What follows belongs to an exercise in optimizing a design on an open flow for small area, a short achievable clock period and few clock cycles; a production flow would make more cautious choices. Where RTL was checked, it was by simulation tests only, not by an equivalence proof against the original. No functional check of the RTL was part of runs 1 and 2. Power is estimated from default activity; no workload was simulated.

## flow/config.mk

```make
export PLATFORM = sky130hd
export DESIGN_NAME = ups_deframer
export DESIGN_NICKNAME = ups_deframer
export VERILOG_FILES = /design/flow/design.v
export SDC_FILE = /design/flow/constraint.sdc
export NUM_CORES = 4
export LEC_CHECK = 0
export ABC_AREA = 1
export CAP_MARGIN = 20
export CORE_MARGIN = 2
export CORE_UTILIZATION = 40
export PLACE_DENSITY = 0.6
export SETUP_SLACK_MARGIN = 5
export SLEW_MARGIN = 20
```

## flow/constraint.sdc

```tcl
create_clock -name core_clock -period 10.0 [get_ports {clk}]
set_input_delay 2.0000 -clock core_clock [delete_from_list [all_inputs] [get_ports {clk}]]
set_output_delay 2.0000 -clock core_clock [all_outputs]
set_load 0.01 [all_outputs]
```

## flow/design.v

```verilog
module ups_deframer (
    input  wire       clk,
    input  wire       rst,
    input  wire       in_valid,
    input  wire [7:0] in_byte,
    output wire       in_ready,
    output wire       out_valid,
    input  wire       out_ready,
    output wire [7:0] out_data,
    output wire       out_len,
    output wire [1:0] dfr_state,
    output wire [7:0] emits,
    output wire [7:0] pos_push,
    output wire [7:0] pos_look,
    output wire [7:0] pos_start
);
    localparam [7:0] MAGIC = 8'h55;
    localparam [1:0] ST_SEARCH = 2'd0;
    localparam [1:0] ST_HDR    = 2'd1;
    localparam [1:0] ST_BODY   = 2'd2;
    localparam [1:0] W_SCAN = 2'd0;   
    localparam [1:0] W_SIZE = 2'd1;   
    localparam [1:0] W_SUM  = 2'd2;   
    reg [7:0] ring [0:63];
    reg [63:0] cand;
    reg [6:0] push;
    reg [6:0] look;
    reg [6:0] start;
    reg [1:0] state;
    reg [7:0] emit_cnt;
    reg [7:0] prev;      
    reg [6:0] size;      
    reg [7:0] cs;        
    reg       eng;       
    reg [1:0] wst;
    reg [5:0] k;         
    reg       em;        
    reg       o_len;
    reg [7:0] o_data;
    reg [5:0] e_addr;
    reg [5:0] e_left;
    function [7:0] chk_step;
        input [7:0] c;
        input [7:0] b;
        begin
            chk_step = (c ^ b) + 8'd1;
        end
    endfunction
    function [7:0] hcs_of;
        input [7:0] s;
        begin
            hcs_of = chk_step(8'h56, s);
        end
    endfunction
    function [7:0] cs3_of;
        input [7:0] s;
        reg [7:0] h;
        begin
            h = hcs_of(s);
            cs3_of = chk_step(chk_step(chk_step(h, MAGIC), s), h);
        end
    endfunction
    wire take = in_valid && !eng && !em;
    wire in_magic   = (in_byte == MAGIC);
    wire prev_magic = (prev == MAGIC);
    wire prev_szok  = (prev >= 8'd3) && (prev <= 8'd64);
    wire hv_now     = (in_byte == hcs_of(prev)) && prev_szok;
    wire [6:0] push1 = push + 7'd1;
    wire [6:0] avail  = push - start;    
    wire [5:0] l6 = look[5:0];
    wire [5:0] p6 = push[5:0];
    wire [2:0] lg = l6[5:3];
    wire [7:0] lo_ge = 8'hFF << l6[2:0];
    reg  [7:0] gany;
    integer g;
    always @(*)
        for (g = 0; g < 8; g = g + 1)
            gany[g] = |cand[8*g +: 8];
    wire [7:0] lgrp = cand[8*lg +: 8];
    wire       lhi  = |(lgrp & lo_ge);
    reg  [2:0] gsel;
    integer j;
    always @(*) begin
        gsel = lg;
        for (j = 7; j >= 1; j = j - 1)
            if (gany[(lg + j) & 7]) gsel = (lg + j) & 7;
        if (lhi) gsel = lg;
    end
    wire [7:0] grp = cand[8*gsel +: 8] & (lhi ? lo_ge : 8'hFF);
    reg  [2:0] gbit;
    integer t;
    always @(*) begin
        gbit = 3'd0;
        for (t = 7; t >= 0; t = t - 1)
            if (grp[t]) gbit = t[2:0];
    end
    wire [5:0] f6    = {gsel, gbit};
    wire       found = (|gany) && ((f6 - l6) < (p6 - l6));
    wire [6:0] fpos  = {look[6] ^ (f6 < l6), f6};
    wire       fnear = (f6 == p6 - 6'd1) || (f6 == p6 - 6'd2);   
    wire [5:0] rd_addr = em ? e_addr : (start[5:0] + k);
    wire [7:0] rd = ring[rd_addr];
    assign in_ready  = !eng && !em;
    assign out_valid = em;
    assign out_len   = o_len;
    assign out_data  = o_data;
    assign dfr_state = state;
    assign emits     = emit_cnt;
    assign pos_push  = {1'b0, push};
    assign pos_look  = {1'b0, look};
    assign pos_start = (state == ST_SEARCH) ? 8'hFF : {1'b0, start};
    wire [63:0] wdec = 64'd1 << p6;
    wire [63:0] we   = wdec & {64{take}};
    integer w;
    always @(posedge clk) begin
        for (w = 0; w < 64; w = w + 1) begin
            if (we[w]) ring[w] <= in_byte;
            if (we[w])
                cand[w] <= in_magic;
            else if (we[(w + 2) & 63] && !hv_now)
                cand[w] <= 1'b0;
        end
        if (take)
            prev <= in_byte;
    end
    always @(posedge clk) begin
        if (rst) begin
            push     <= 7'd0;
            look     <= 7'd0;
            start    <= 7'd0;
            state    <= ST_SEARCH;
            emit_cnt <= 8'd0;
            eng      <= 1'b0;
            wst      <= W_SCAN;
            em       <= 1'b0;
        end else begin
            if (em && out_ready) begin
                if (e_left == 6'd0) begin
                    em <= 1'b0;
                end else begin
                    o_len  <= 1'b0;
                    o_data <= rd;
                    e_addr <= e_addr + 6'd1;
                    e_left <= e_left - 6'd1;
                end
            end
            if (take) begin
                push     <= push1;
                emit_cnt <= 8'd0;
                case (state)
                    ST_SEARCH: begin
                        look <= push1;
                        if (in_magic) begin
                            start <= push;
                            state <= ST_HDR;
                        end
                    end
                    ST_HDR: begin
                        if (avail == 7'd2) begin
                            if (hv_now && prev == 8'd3) begin
                                look  <= push1;
                                state <= ST_SEARCH;
                            end else if (hv_now) begin
                                state <= ST_BODY;
                                size  <= prev[6:0];
                                cs    <= cs3_of(prev);
                            end else if (prev_magic) begin
                                start <= push - 7'd1;
                                look  <= push;
                            end else if (in_magic) begin
                                start <= push;
                                look  <= push1;
                            end else begin
                                look  <= push1;
                                state <= ST_SEARCH;
                            end
                        end
                    end
                    default: begin   
                        if (avail == size - 7'd1) begin
                            if (cs == in_byte) begin
                                em       <= 1'b1;
                                o_len    <= 1'b1;
                                o_data   <= {1'b0, size} - 8'd4;
                                e_addr   <= start[5:0] + 6'd3;
                                e_left   <= size[5:0] - 6'd4;
                                emit_cnt <= 8'd1;
                            end
                            look  <= start + 7'd1;
                            state <= ST_SEARCH;
                            eng   <= 1'b1;
                            wst   <= W_SCAN;
                        end else begin
                            cs <= chk_step(cs, in_byte);
                        end
                    end
                endcase
            end else if (eng) begin
                case (wst)
                    W_SCAN: begin
                        if (!found) begin
                            look <= push;
                            eng  <= 1'b0;
                        end else begin
                            start <= fpos;
                            look  <= fpos + 7'd1;
                            if (fnear) begin
                                state <= ST_HDR;
                                eng   <= 1'b0;
                            end else begin
                                state <= ST_BODY;
                                wst   <= W_SIZE;
                                k     <= 6'd1;
                            end
                        end
                    end
                    W_SIZE: begin
                        if (!em) begin
                            size <= rd[6:0];
                            cs   <= cs3_of(rd);
                            k    <= 6'd3;
                            if (rd == 8'd3) begin
                                state <= ST_SEARCH;
                                wst   <= W_SCAN;
                            end else begin
                                wst   <= W_SUM;
                            end
                        end
                    end
                    default: begin   
                        if (!em) begin
                            if ({1'b0, k} == avail) begin
                                eng <= 1'b0;
                                wst <= W_SCAN;
                            end else if ({1'b0, k} == size - 7'd1) begin
                                if (cs == rd) begin
                                    em       <= 1'b1;
                                    o_len    <= 1'b1;
                                    o_data   <= {1'b0, size} - 8'd4;
                                    e_addr   <= start[5:0] + 6'd3;
                                    e_left   <= size[5:0] - 6'd4;
                                    emit_cnt <= emit_cnt + 8'd1;
                                end
                                state <= ST_SEARCH;
                                wst   <= W_SCAN;
                            end else begin
                                cs <= chk_step(cs, rd);
                                k  <= k + 6'd1;
                            end
                        end
                    end
                endcase
            end
        end
    end
endmodule
```

## flow/run.sh

```bash
#!/bin/bash
# synth_recipe.tcl (not shown) runs the flow's synth.tcl, then flattens the netlist and writes it again
# the make line also repeats each setting of config.mk as NAME=value (left out here)
make -C /OpenROAD-flow-scripts/flow DESIGN_CONFIG=/design/flow/config.mk WORK_HOME=/design/flow/orfs CLKGATE_MAP_FILE= SYNTH_SCRIPT=/design/flow/synth_recipe.tcl finish
```

==> results_dict.tcl, run 1 <==
set metrics [dict create \
    met2_usage_pct 42.1 \
    synth-seq-area-share_pct 56.7 \
    yosysWarnings 2 \
    final_common_cell "nand2_1" \
    num_antenna_cells 0 \
    cts-root-buf "clkbuf_16" \
    worstPathRequired_ns 10.58 \
    final_cell_area_um2 43700 \
    ios 57 \
    io_buffers 54 \
    synth-async-reset-ratio_pct 0 \
    hold_viol 0 \
    tns_ns 0 \
    synthFlopType "edfxtp_1" \
    worstSkewPairLatency_ns 0.66 \
    cts_buffers 74 \
    met1_usage_pct 35.7 \
    dpl.hpwl_um 79200 \
    fin_crit_sh_pct 60.0 \
    firstDrtPassIters 6 \
    cp_slowest_stage_delay_ns 0.54 \
    antenna_found_initial 0 \
    status "complete, no violations" \
    start_kind "flip-flop" \
    placed_area_um2 36600 \
    finalPower_mw 11.8 \
    start_util_pct 40.4 \
    slew_violations 0 \
    crit_top_cell "nand2_1" \
    routed_wl_um 120000 \
    drc 0 \
    grt_max_degree 75 \
    hold_path_class "flip-flop to flip-flop" \
    area_growth_pct 27.1 \
    viasPerCell 5.46 \
    numClockSinks 661 \
    drive_gt1_share_pct 21.5 \
    r2r_slack_ns 4.00 \
    min_period_ns 6.00 \
    setup_viol 0 \
    nets 4269 \
    place.gp.congestion 0.944 \
    grt_overflow 0 \
    irDropWorstVdd_mv 0.224 \
    synth_area_um2 34400 \
    critPathKind "flip-flop to flip-flop" \
    core_um2 85100 \
    arrival_ns 6.57 \
    htreeDepth 3 \
    avgRoutedWirePerCell_um 22.2 \
    row_count 107 \
    p_per_area_nw_per_um2 271 \
    layout_common_cells "999 x nand2_1, 626 x edfxtp_1, 408 x nor2_1" \
    rsz0062_at_grt "yes" \
    clkTransAtPathRegs_ns 0.06 \
    synth_edf_count 626 \
    fmax_mhz 167 \
    grt_usage_pct 26.2 \
    ant_nets 0 \
    cts_tree "yes" \
    gr-max-usage-layer "met2" \
    cap_viol_max_count 0 \
    drt_iter0_drc 3118 \
    die_width_um 297 \
    critical_path_peak_fanout 7 \
    p_leak_nw 17.0 \
    grt_first_pass_wirelength_um 175000 \
    dieArea_um2 88400 \
    crit_path_end_kind "flip-flop" \
    netlist-cell-type-count 66 \
    max-slew-margin-rel_pct 21.9 \
    ys_seq_elements 661 \
    cp_slowest_cell "fa_2" \
    grt_pass1_vias 27600 \
    die_h_um 297 \
    avgSynthCellArea_um2 9.01 \
    cts_max_path_buffers 3 \
    grt_use_met3_pct 3.92 \
    vias 29400 \
    worst_pin_slew_ns 1.17 \
    finalClockSkew_ns 0.0463 \
    synth_cells 3818 \
]
==> cells by family (layout without fill, tap and decap cells) <==
family          after synthesis  in the layout  synth area share, %
other cells                   1              2               0.0109
compound gates              444            445                 7.60
simple gates               2059           2072                 25.1
fa+ha+maj                    63             63                 2.38
xor+xnor                    103            103                 2.62
flops                       661            661                 56.7
buf+inv                     487            905                 5.57
==> flip-flops by register name, indices dropped and copies added (netlist names), 8 cells and up <==
register  count
prev          8
o_data        8
cand         64
ring        512
emit_cnt      8
cs            8
==> metal layers <==
layer / part of all wire, % / vias up
met1: 41 / 14100
met3: 8.3 / 293
met4: 4.5 / 0
met2: 46 / 1421
li1: - / 13700
met5: 0 / -
==> what timing repair did <==
item	CTS	global route
hold buffers	0	0
gates cloned	18	3
pin swaps	144	147
resized for setup	388	214
setup endpoints to repair	79	74
setup buffers	163	81
==> final timing paths <==
check / endpoint / cells past startpoint / startpoint
max: state[0]$_SDFFE_PP0P_ / 41 / cand[60]$_SDFFCE_PN0P_
min: wst[0]$_SDFFE_PP0P_ / 2 / wst[0]$_SDFFE_PP0P_
max reg2reg: state[0]$_SDFFE_PP0P_ / 41 / cand[60]$_SDFFCE_PN0P_
min reg2reg: wst[0]$_SDFFE_PP0P_ / 2 / wst[0]$_SDFFE_PP0P_
==> per-stage QoR <==
step	hold WS, ns	util [%]	setup WS, ns	std cells
2_1_floorplan	0.450	-	4.52	3819
3_5_place_dp	0.466	43.0	2.39	4997
6_report	0.478	51.3	4.00	5395
5_1_grt	0.509	51.3	3.74	5395
4_1_cts	0.476	49.5	4.23	5311
3_3_place_gp	0.478	42.9	2.45	4992
==> power breakdown <==
group          internal (mW)  total [mW]  switching (mW)
combinational           2.28        5.90            3.62
sequential              3.12        3.23           0.107
clock                   1.54        2.71            1.18
==> cells in the mapped netlist (5+ instances only) <==
master    instances  share of area, %
o211ai_1         30              0.65
edfxtp_1        626                55
a21oi_1         111               1.6
dfxtp_1          35               2.0
o21a_1            5              0.11
a211oi_1          7              0.15
xor2_1           71               1.8
a22o_1           10              0.25
ha_1             59               2.1
nand3_1         195               2.8
a221oi_1         21              0.53
inv_1           363               4.0
o21ai_0         196               2.9
o22ai_1           7              0.13
nor3_1           44              0.64
nand2_2           7              0.13
clkbuf_1         67              0.73
a31oi_1           9              0.16
inv_2            22              0.24
xnor2_1          32              0.81
o21ai_1           7              0.10
or2_2             5             0.091
buf_2            13              0.19
buf_4             9              0.20
a22oi_1          11              0.24
nor2_2           29              0.53
nor4_1           20              0.36
nand4_1          76               1.4
nand3b_1         11              0.24
nor2_1          528               5.8
nand2_1        1107                12
nand3_2          12              0.35
==> worst max-delay path, delay by kind of cell (launching register included) <==
kind            cells  cell delay [ns]
compound gates     10             1.60
simple gates       26             2.81
flops               1             0.42
fa+ha+maj           2             0.73
buf+inv             3             0.33
==> cell type report <==
type	instances	area, um^2
clock buffer	80	1880
multi-input combinational	2685	15300
inverter	391	1590
tap	1144	1430
sequential	661	19500
timing repair inverter	2	22.5
clock inverter	53	534
timing repair buffer	379	3390
fill	7770	41400
==> run 2: changes to the inputs <==
--- a/flow/config.mk
+++ b/flow/config.mk
@@ -6,5 +6,5 @@
 export NUM_CORES = 4
 export LEC_CHECK = 0
-export ABC_AREA = 1
+export ABC_CLOCK_PERIOD_IN_PS = 4000
 export CAP_MARGIN = 20
 export CORE_MARGIN = 2
==> results_dict.tcl, run 2 <==
set metrics [dict create \
    dieArea_um2 88200 \
    row_count 107 \
    firstDrtPassIters 6 \
    min_period_ns 7.28 \
    drc 0 \
    setup_viol 0 \
    layout_common_cells "626 x edfxtp_1, 216 x nand2_1, 215 x nor2_1" \
    irDropWorstVdd_mv 0.235 \
    setup_ws_ns 2.72 \
    p_int_mw 6.82 \
    hold_buffers 0 \
    clockPowerShare_pct 22.4 \
    top_regs "ring x512, cand x64" \
    drive_gt1_share_pct 17.0 \
    synth_area_leaders "edfxtp_1 55%, nand2_1 2.5%, xnor2_1 2.5%" \
    yosysTopAreaCell "edfxtp_1" \
    area_growth_pct 18.0 \
    fmax_mhz 137 \
    switching_share_pct 41.4 \
    critical_path_peak_fanout 4 \
    synth_area_um2 34300 \
    viasPerCell 6.58 \
    combPwrFrac_pct 50.4 \
    die_width_um 297 \
    synth_top_area_share_pct 54.7 \
    ant_nets 0 \
    regMostFlops "ring" \
    hold_path_class "flip-flop to flip-flop" \
    crit_top_cell "nand2_1" \
    synth.most_common_cell "edfxtp_1" \
    grt_pass1_vias 26800 \
    synthFlopType "edfxtp_1" \
    grt_usage_pct 29.9 \
    die_h_um 297 \
    status "complete, no violations" \
    crit_path_end_kind "flip-flop" \
    grt_max_degree 73 \
    final_common_cell "edfxtp_1" \
    grt_first_pass_wirelength_um 194000 \
    numClockSinks 661 \
    clkTransAtPathRegs_ns 0.06 \
    grt_overflow 0 \
    rsz0062_at_grt "yes" \
    synth-async-reset-ratio_pct 0 \
    synth-seq-area-share_pct 56.8 \
    yosysWarnings 2 \
    nets 3185 \
    fin_crit_sh_pct 72.8 \
    htreeDepth 3 \
    p_leak_nw 13.8 \
    holdWs_ns 0.508 \
    cts_max_path_buffers 3 \
    start_util_pct 40.3 \
    place_ws_ns 1.49 \
    worstPathRequired_ns 10.50 \
    cap_viol_max_count 0 \
    place.gp.congestion 0.971 \
    cts_buffers 71 \
    drt_iter0_drc 3833 \
    seq_power_share_pct 27.2 \
    cts-root-buf "clkbuf_16" \
    netlist-cell-type-count 121 \
    synth_cells 2993 \
    p_per_area_nw_per_um2 287 \
    synth_edf_count 626 \
    worst_pin_slew_ns 1.12 \
    avgRoutedWirePerCell_um 31.7 \
    finalClockSkew_ns 0.0349 \
    ys_seq_elements 661 \
    cts_tree "yes" \
    vias 28300 \
    fill_cells 7720 \
    seqCellArea_um2 19500 \
    arrival_ns 7.78 \
    routed_wl_um 136000 \
    max-slew-margin-rel_pct 24.8 \
    cp_slowest_cell "or4_4" \
    largest_reg_flops 512 \
    yosys-top-cells-count "626 x edfxtp_1, 231 x nand2_1, 219 x nor2_1, 154 x o21ai_0, 135 x nand3_1" \
    slew_violations 0 \
    core_um2 85100 \
    dpl.hpwl_um 91300 \
    antenna_found_initial 0 \
    avgSynthCellArea_um2 11.5 \
    tns_ns 0 \
    io_buffers 54 \
    ios 57 \
    hold_viol 0 \
    critPathKind "flip-flop to flip-flop" \
    worstSkewPairLatency_ns 0.63 \
    multi_input_area_um2 14700 \
    cp_slowest_stage_delay_ns 0.56 \
    start_kind "flip-flop" \
    p_switching_mw 4.82 \
]
[run 2: logic make-up (layout without fill, tap and decap cells)]
group	after synthesis	in the layout	share of synthesized area (%)
XOR/XNOR	151	151	3.89
other	1	3	0.0109
adder cells (fa/ha/maj)	63	63	2.38
buffers and inverters	318	482	3.73
AND/OR/NAND/NOR	889	891	12.7
flip-flops	661	661	56.8
AO/OA/AOI/OAI	821	821	17.4
multiplexers	89	89	3.08
[run 2: metrics by stage]
| step | power, mW | utilization, % | cells | area, um^2 |
|---|---|---|---|---|
| 2_1_floorplan | 6.53 | - | 2994 | 34900 |
| 3_3_place_gp | 7.94 | 43.0 | 4076 | 36600 |
| 4_1_cts | 11.2 | 47.2 | 4280 | 40200 |
| 6_report | 11.6 | 47.6 | 4305 | 40500 |
| 3_5_place_dp | 7.97 | 43.0 | 4076 | 36600 |
| 5_1_grt | 12.0 | 47.6 | 4304 | 40500 |
[run 2: layout make-up]
class                      count  area share [%]
clock inverter                34            1.00
antenna                        1         0.00617
inverter                     124            1.28
clock buffer                  89            4.63
tap                         1144            3.53
timing repair buffer         235            5.09
multi-input combinational   2017            36.3
sequential                   661            48.1
[run 2: power by group through the flow]
stage	Sequential (mW)	Combinational, mW	Clock, mW
after global routing	3.17	6.15	2.73
after detailed placement	3.24	4.73	0
final	3.16	5.87	2.60
after CTS	3.16	5.46	2.61
after global placement	3.24	4.70	0
after floorplan	3.18	3.35	0
[run 2: critical path: cells and delay by family, from the launching register on]
kind / cells / cell delay, ns
AOI/OAI and AO/OA: 12 / 2.14
adders and majority gates: 3 / 0.82
buffers and inverters: 3 / 0.33
DFF: 1 / 0.51
muxes: 2 / 0.76
and+or+nand+nor: 12 / 2.56
[run 2: metal layers]
layer,GRT usage [%],routed length [um]
met4,13.4,7510
met2,46.1,60400
met1,40.8,52800
met3,6.18,15700
met5,0,0
[run 2: worst paths after layout]
| path | start | endpoint | slack [ns] | depth (start not counted) |
|---|---|---|---|---|
| setup reg to reg | cand[60]$_SDFFCE_PN0P_ | state[0]$_SDFFE_PP0P_ | 2.72 | 32 |
| setup / recovery | cand[60]$_SDFFCE_PN0P_ | state[0]$_SDFFE_PP0P_ | 2.72 | 32 |
| hold reg to reg | emit_cnt[7]$_SDFFE_PP0P_ | emit_cnt[7]$_SDFFE_PP0P_ | 0.51 | 2 |
| hold / removal | emit_cnt[7]$_SDFFE_PP0P_ | emit_cnt[7]$_SDFFE_PP0P_ | 0.51 | 2 |
[run 2: timing repair]
action / 4_1_cts / 5_1_grt
buffers inserted: 80 / 22
cloned: 1 / 1
pin swaps: 49 / 14
setup endpoints to repair: 85 / 83
gates resized for setup: 135 / 31
==> run 3: changes to the inputs <==
--- a/flow/design.v
+++ b/flow/design.v
@@ -70,33 +70,21 @@
     wire [5:0] l6 = look[5:0];
     wire [5:0] p6 = push[5:0];
-    wire [2:0] lg = l6[5:3];
-    wire [7:0] lo_ge = 8'hFF << l6[2:0];
-    reg  [7:0] gany;
-    integer g;
-    always @(*)
-        for (g = 0; g < 8; g = g + 1)
-            gany[g] = |cand[8*g +: 8];
-    wire [7:0] lgrp = cand[8*lg +: 8];
-    wire       lhi  = |(lgrp & lo_ge);
-    reg  [2:0] gsel;
-    integer j;
+    wire [63:0] ge_l = {64{1'b1}} << l6;    
+    wire [63:0] ge_p = {64{1'b1}} << p6;    
+    wire        wrap = (l6 > p6) || ((l6 == p6) && (look != push));
+    wire [63:0] in_rng = wrap ? (ge_l | ~ge_p) : (ge_l & ~ge_p);
+    wire [63:0] m    = cand & in_rng;
+    wire [63:0] m_hi = m & ge_l;
+    wire [63:0] m_s  = (|m_hi) ? m_hi : m;
+    reg  [5:0]  f6;
+    integer i;
     always @(*) begin
-        gsel = lg;
-        for (j = 7; j >= 1; j = j - 1)
-            if (gany[(lg + j) & 7]) gsel = (lg + j) & 7;
-        if (lhi) gsel = lg;
-    end
-    wire [7:0] grp = cand[8*gsel +: 8] & (lhi ? lo_ge : 8'hFF);
-    reg  [2:0] gbit;
-    integer t;
-    always @(*) begin
-        gbit = 3'd0;
-        for (t = 7; t >= 0; t = t - 1)
-            if (grp[t]) gbit = t[2:0];
-    end
-    wire [5:0] f6    = {gsel, gbit};
-    wire       found = (|gany) && ((f6 - l6) < (p6 - l6));
-    wire [6:0] fpos  = {look[6] ^ (f6 < l6), f6};
-    wire       fnear = (f6 == p6 - 6'd1) || (f6 == p6 - 6'd2);   
+        f6 = 6'd0;
+        for (i = 63; i >= 0; i = i - 1)
+            if (m_s[i]) f6 = i[5:0];
+    end
+    wire        found = |m;
+    wire [6:0]  fpos  = look + {1'b0, f6 - l6};
+    wire [6:0]  fdist = push - fpos;
     wire [5:0] rd_addr = em ? e_addr : (start[5:0] + k);
     wire [7:0] rd = ring[rd_addr];
@@ -110,17 +98,14 @@
     assign pos_look  = {1'b0, look};
     assign pos_start = (state == ST_SEARCH) ? 8'hFF : {1'b0, start};
-    wire [63:0] wdec = 64'd1 << p6;
-    wire [63:0] we   = wdec & {64{take}};
-    integer w;
     always @(posedge clk) begin
-        for (w = 0; w < 64; w = w + 1) begin
-            if (we[w]) ring[w] <= in_byte;
-            if (we[w])
-                cand[w] <= in_magic;
-            else if (we[(w + 2) & 63] && !hv_now)
-                cand[w] <= 1'b0;
-        end
-        if (take)
-            prev <= in_byte;
+        if (take && !rst)
+            ring[p6] <= in_byte;
+    end
+    always @(posedge clk) begin
+        if (take) begin
+            cand[p6]         <= in_magic;
+            cand[p6 - 6'd2]  <= cand[p6 - 6'd2] & hv_now;
+            prev             <= in_byte;
+        end
     end
     always @(posedge clk) begin
@@ -205,5 +190,5 @@
                             start <= fpos;
                             look  <= fpos + 7'd1;
-                            if (fnear) begin
+                            if (fdist < 7'd3) begin
                                 state <= ST_HDR;
                                 eng   <= 1'b0;
--- a/flow/config.mk
+++ b/flow/config.mk
@@ -6,9 +6,7 @@
 export NUM_CORES = 4
 export LEC_CHECK = 0
-export ABC_CLOCK_PERIOD_IN_PS = 4000
 export CAP_MARGIN = 20
 export CORE_MARGIN = 2
 export CORE_UTILIZATION = 40
 export PLACE_DENSITY = 0.6
-export SETUP_SLACK_MARGIN = 5
 export SLEW_MARGIN = 20
==> results_dict.tcl, run 3 <==
set metrics [dict create \
    drc 0 \
    grt_first_pass_wirelength_um 203000 \
    min_period_ns 9.20 \
    nets 3682 \
    die_h_um 314 \
    cp_slowest_cell "or4_1" \
    hold_path_depth 2 \
    die_width_um 314 \
    p_per_area_nw_per_um2 309 \
    numClockSinks 661 \
    max-slew-margin-rel_pct 22.7 \
    worst_pin_slew_ns 1.16 \
    regMostFlops "ring" \
    synth.most_common_cell "edfxtp_1" \
    place_ws_ns 0.854 \
    fin_crit_sh_pct 92.0 \
    cp.buffers_inverters 8 \
    worstSkewPairLatency_ns 0.64 \
    final_common_cell "edfxtp_1" \
    place.gp.congestion 1.02 \
    avgSynthCellArea_um2 11.0 \
    final_cell_area_um2 43300 \
    synth_cells 3510 \
    ant_nets 0 \
    reg2regPathDepth 39 \
    viasPerCell 6.17 \
    yosys-top-cells-count "626 x edfxtp_1, 420 x nand2_1, 321 x nor2_1, 222 x a21oi_1, 176 x o21ai_0" \
    seq_power_share_pct 24.5 \
    placed_area_um2 40900 \
    grt_pass1_vias 29200 \
    area_growth_pct 12.3 \
    irDropWorstVdd_mv 0.326 \
    start_kind "flip-flop" \
    hold_viol 0 \
    antenna_found_initial 2 \
    synth_edf_count 626 \
    ios 57 \
    grt_max_degree 91 \
    cp.depth 39 \
    clockPowerShare_pct 19.6 \
    htreeDepth 3 \
    combPwrFrac_pct 55.9 \
    io_buffers 54 \
    critPathTopFamily "simple AND/OR/NAND/NOR gates" \
    vias 30400 \
    synth-async-reset-ratio_pct 0 \
    p_int_mw 7.50 \
    p_leak_nw 15.2 \
    synthFlopType "edfxtp_1" \
    netlist-cell-type-count 97 \
    drive_gt1_share_pct 11.9 \
    core_um2 95200 \
    largest_reg_flops 512 \
    critPathKind "flip-flop to flip-flop" \
    synth_area_um2 38500 \
    cap_viol_max_count 0 \
    tns_ns 0 \
    slew_violations 0 \
    critical_path_peak_fanout 16 \
    drt_iter0_drc 3253 \
    p_switching_mw 5.89 \
    switching_share_pct 44.0 \
    cts_max_path_buffers 3 \
    setup_viol 0 \
    grt_usage_pct 28.0 \
    grt_overflow 0 \
    top_regs "ring x512, cand x64" \
    cts_buffers 76 \
    rsz0062_at_grt "no" \
    hold_buffers 0 \
    layout_common_cells "626 x edfxtp_1, 418 x nand2_1, 317 x nor2_1" \
    ys_seq_elements 661 \
    routed_wl_um 140000 \
    cp_slowest_stage_delay_ns 0.53 \
    yosysTopAreaCell "edfxtp_1" \
    fmax_mhz 109 \
    row_count 113 \
    cts-root-buf "clkbuf_16" \
    final_util_pct 45.5 \
    avgRoutedWirePerCell_um 28.5 \
    clkTransAtPathRegs_ns 0.06 \
    synth-seq-area-share_pct 50.6 \
    start_util_pct 40.5 \
    arrival_ns 9.54 \
    crit_top_cell "inv_1" \
    worstPathRequired_ns 10.34 \
    dieArea_um2 98800 \
    status "complete, no violations" \
    crit_path_end_kind "flip-flop" \
    hold_path_class "flip-flop to flip-flop" \
    finalClockSkew_ns 0.0304 \
    synth_area_leaders "edfxtp_1 49%, mux4_2 6.0%, nand2_1 4.1%" \
    cts_tree "yes" \
    yosysWarnings 1 \
    dpl.hpwl_um 101000 \
    synth_top_area_share_pct 48.8 \
    setup_ws_ns 0.802 \
    firstDrtPassIters 5 \
]
## run 3: cell count changes after synthesis, sizes merged, moves of 46 or more
cell	before	now
a21o	21	81
a21oi	131	223
inv	122	76
mux2i	59	151
mux4	10	105
nand2	232	420
nor2	222	322
## run 3: final timing paths
| kind | endpoint | start | slack (ns) |
|---|---|---|---|
| max | k[2]$_DFFE_PP_ | push[0]$_SDFFE_PP0P_ | 0.80 |
| min | emit_cnt[6]$_SDFFE_PP0P_ | emit_cnt[6]$_SDFFE_PP0P_ | 0.53 |
| max reg2reg | k[2]$_DFFE_PP_ | push[0]$_SDFFE_PP0P_ | 0.80 |
| min reg2reg | emit_cnt[6]$_SDFFE_PP0P_ | emit_cnt[6]$_SDFFE_PP0P_ | 0.53 |
## run 3: kinds of logic after synthesis
kind of cell | Yosys count | synth area share (%)
compound gates | 867 | 14.8
xor+xnor | 160 | 3.64
fa+ha+maj | 96 | 3.08
buf+inv | 290 | 3.50
flops | 661 | 50.6
mux | 269 | 10.5
other cells | 1 | 0.00973
simple gates | 1166 | 13.9
## run 3: layer usage
layer,global-route usage [%],share of wire (%),up-vias
met1,36.8,41,15000
li1,-,-,13500
met3,4.17,6.9,366
met5,0,0,-
met2,45.0,46,1504
met4,14.8,5.9,0
## run 3: through the flow
step,hold slack [ns],total power [mW],cells
finish,0.533,13.4,4921
global route,0.561,14.1,4920
CTS,0.537,13.3,4919
detailed placement,0.527,10.7,4781
global placement,0.504,10.7,4780
floorplan,0.514,8.16,3511
## run 3: worst min-delay path: cells and delay by family, from the launching register on
family,cells,cell delay (ns)
AOI/OAI and AO/OA,2,0.14
DFF,1,0.34
## run 3: cell type report
type / instances / area (um^2)
Antenna cell: 1 / 2.50
Fill cell: 8778 / 51900
Multi-Input combinational cell: 2560 / 17700
Inverter: 78 / 295
Timing Repair Buffer: 218 / 1840
Clock buffer: 99 / 2020
Tap cell: 1265 / 1580
Sequential cell: 661 / 19500
Clock inverter: 39 / 293
## run 3: what timing repair did
item | 4_1_cts | 5_1_grt
resized for setup | 0 | 1
setup buffers | 0 | 0
setup endpoints to repair | 0 | 8
## run 3: power groups by stage
stage	Sequential (mW)	Combinational, mW	Clock (mW)
after floorplan	3.23	4.92	0
after global placement	3.33	7.42	0
after detailed placement	3.32	7.37	0
after CTS	3.27	7.41	2.66
after global routing	3.27	8.05	2.78
final	3.28	7.48	2.62
Testbench counts of run 3, summed over its fixed seeds: cycles 46,311.

-- afterwards: timing with drivers on the ports --
The flow's constraints put no driver on any port. The routed layouts listed below were extracted and timed again, unchanged, in two steps.
Step 1: set_driving_cell puts a clkbuf_16 on clk and a buf_2 on each other input, an assumption about the parent block.
Step 2 adds t to the input delays and takes it off the output delays; t is the mean of the earliest and latest rising clock arrival at the registers after step 1. Input paths then give back, and output paths get back, about the clock's delay inside the block.
Three values: ideal ports, drivers, drivers and shift; two values: the first two.
| run | shift t [ns] | setup slack, ns | worst register clock-pin slew, ns | worst slew at a driven data input, ns |
|---|---|---|---|---|
| run 1 | 0.696 | 4.005 / 4.005 / 4.005 | 0.07 / 0.07 | 0.04 |
| run 2 | 0.696 | 2.720 / 2.720 / 2.720 | 0.07 / 0.07 | 0.05 |
| run 3 | 0.701 | 0.802 / 0.802 / 0.802 | 0.06 / 0.06 | 0.08 |
After both steps every run listed still meets setup and hold.
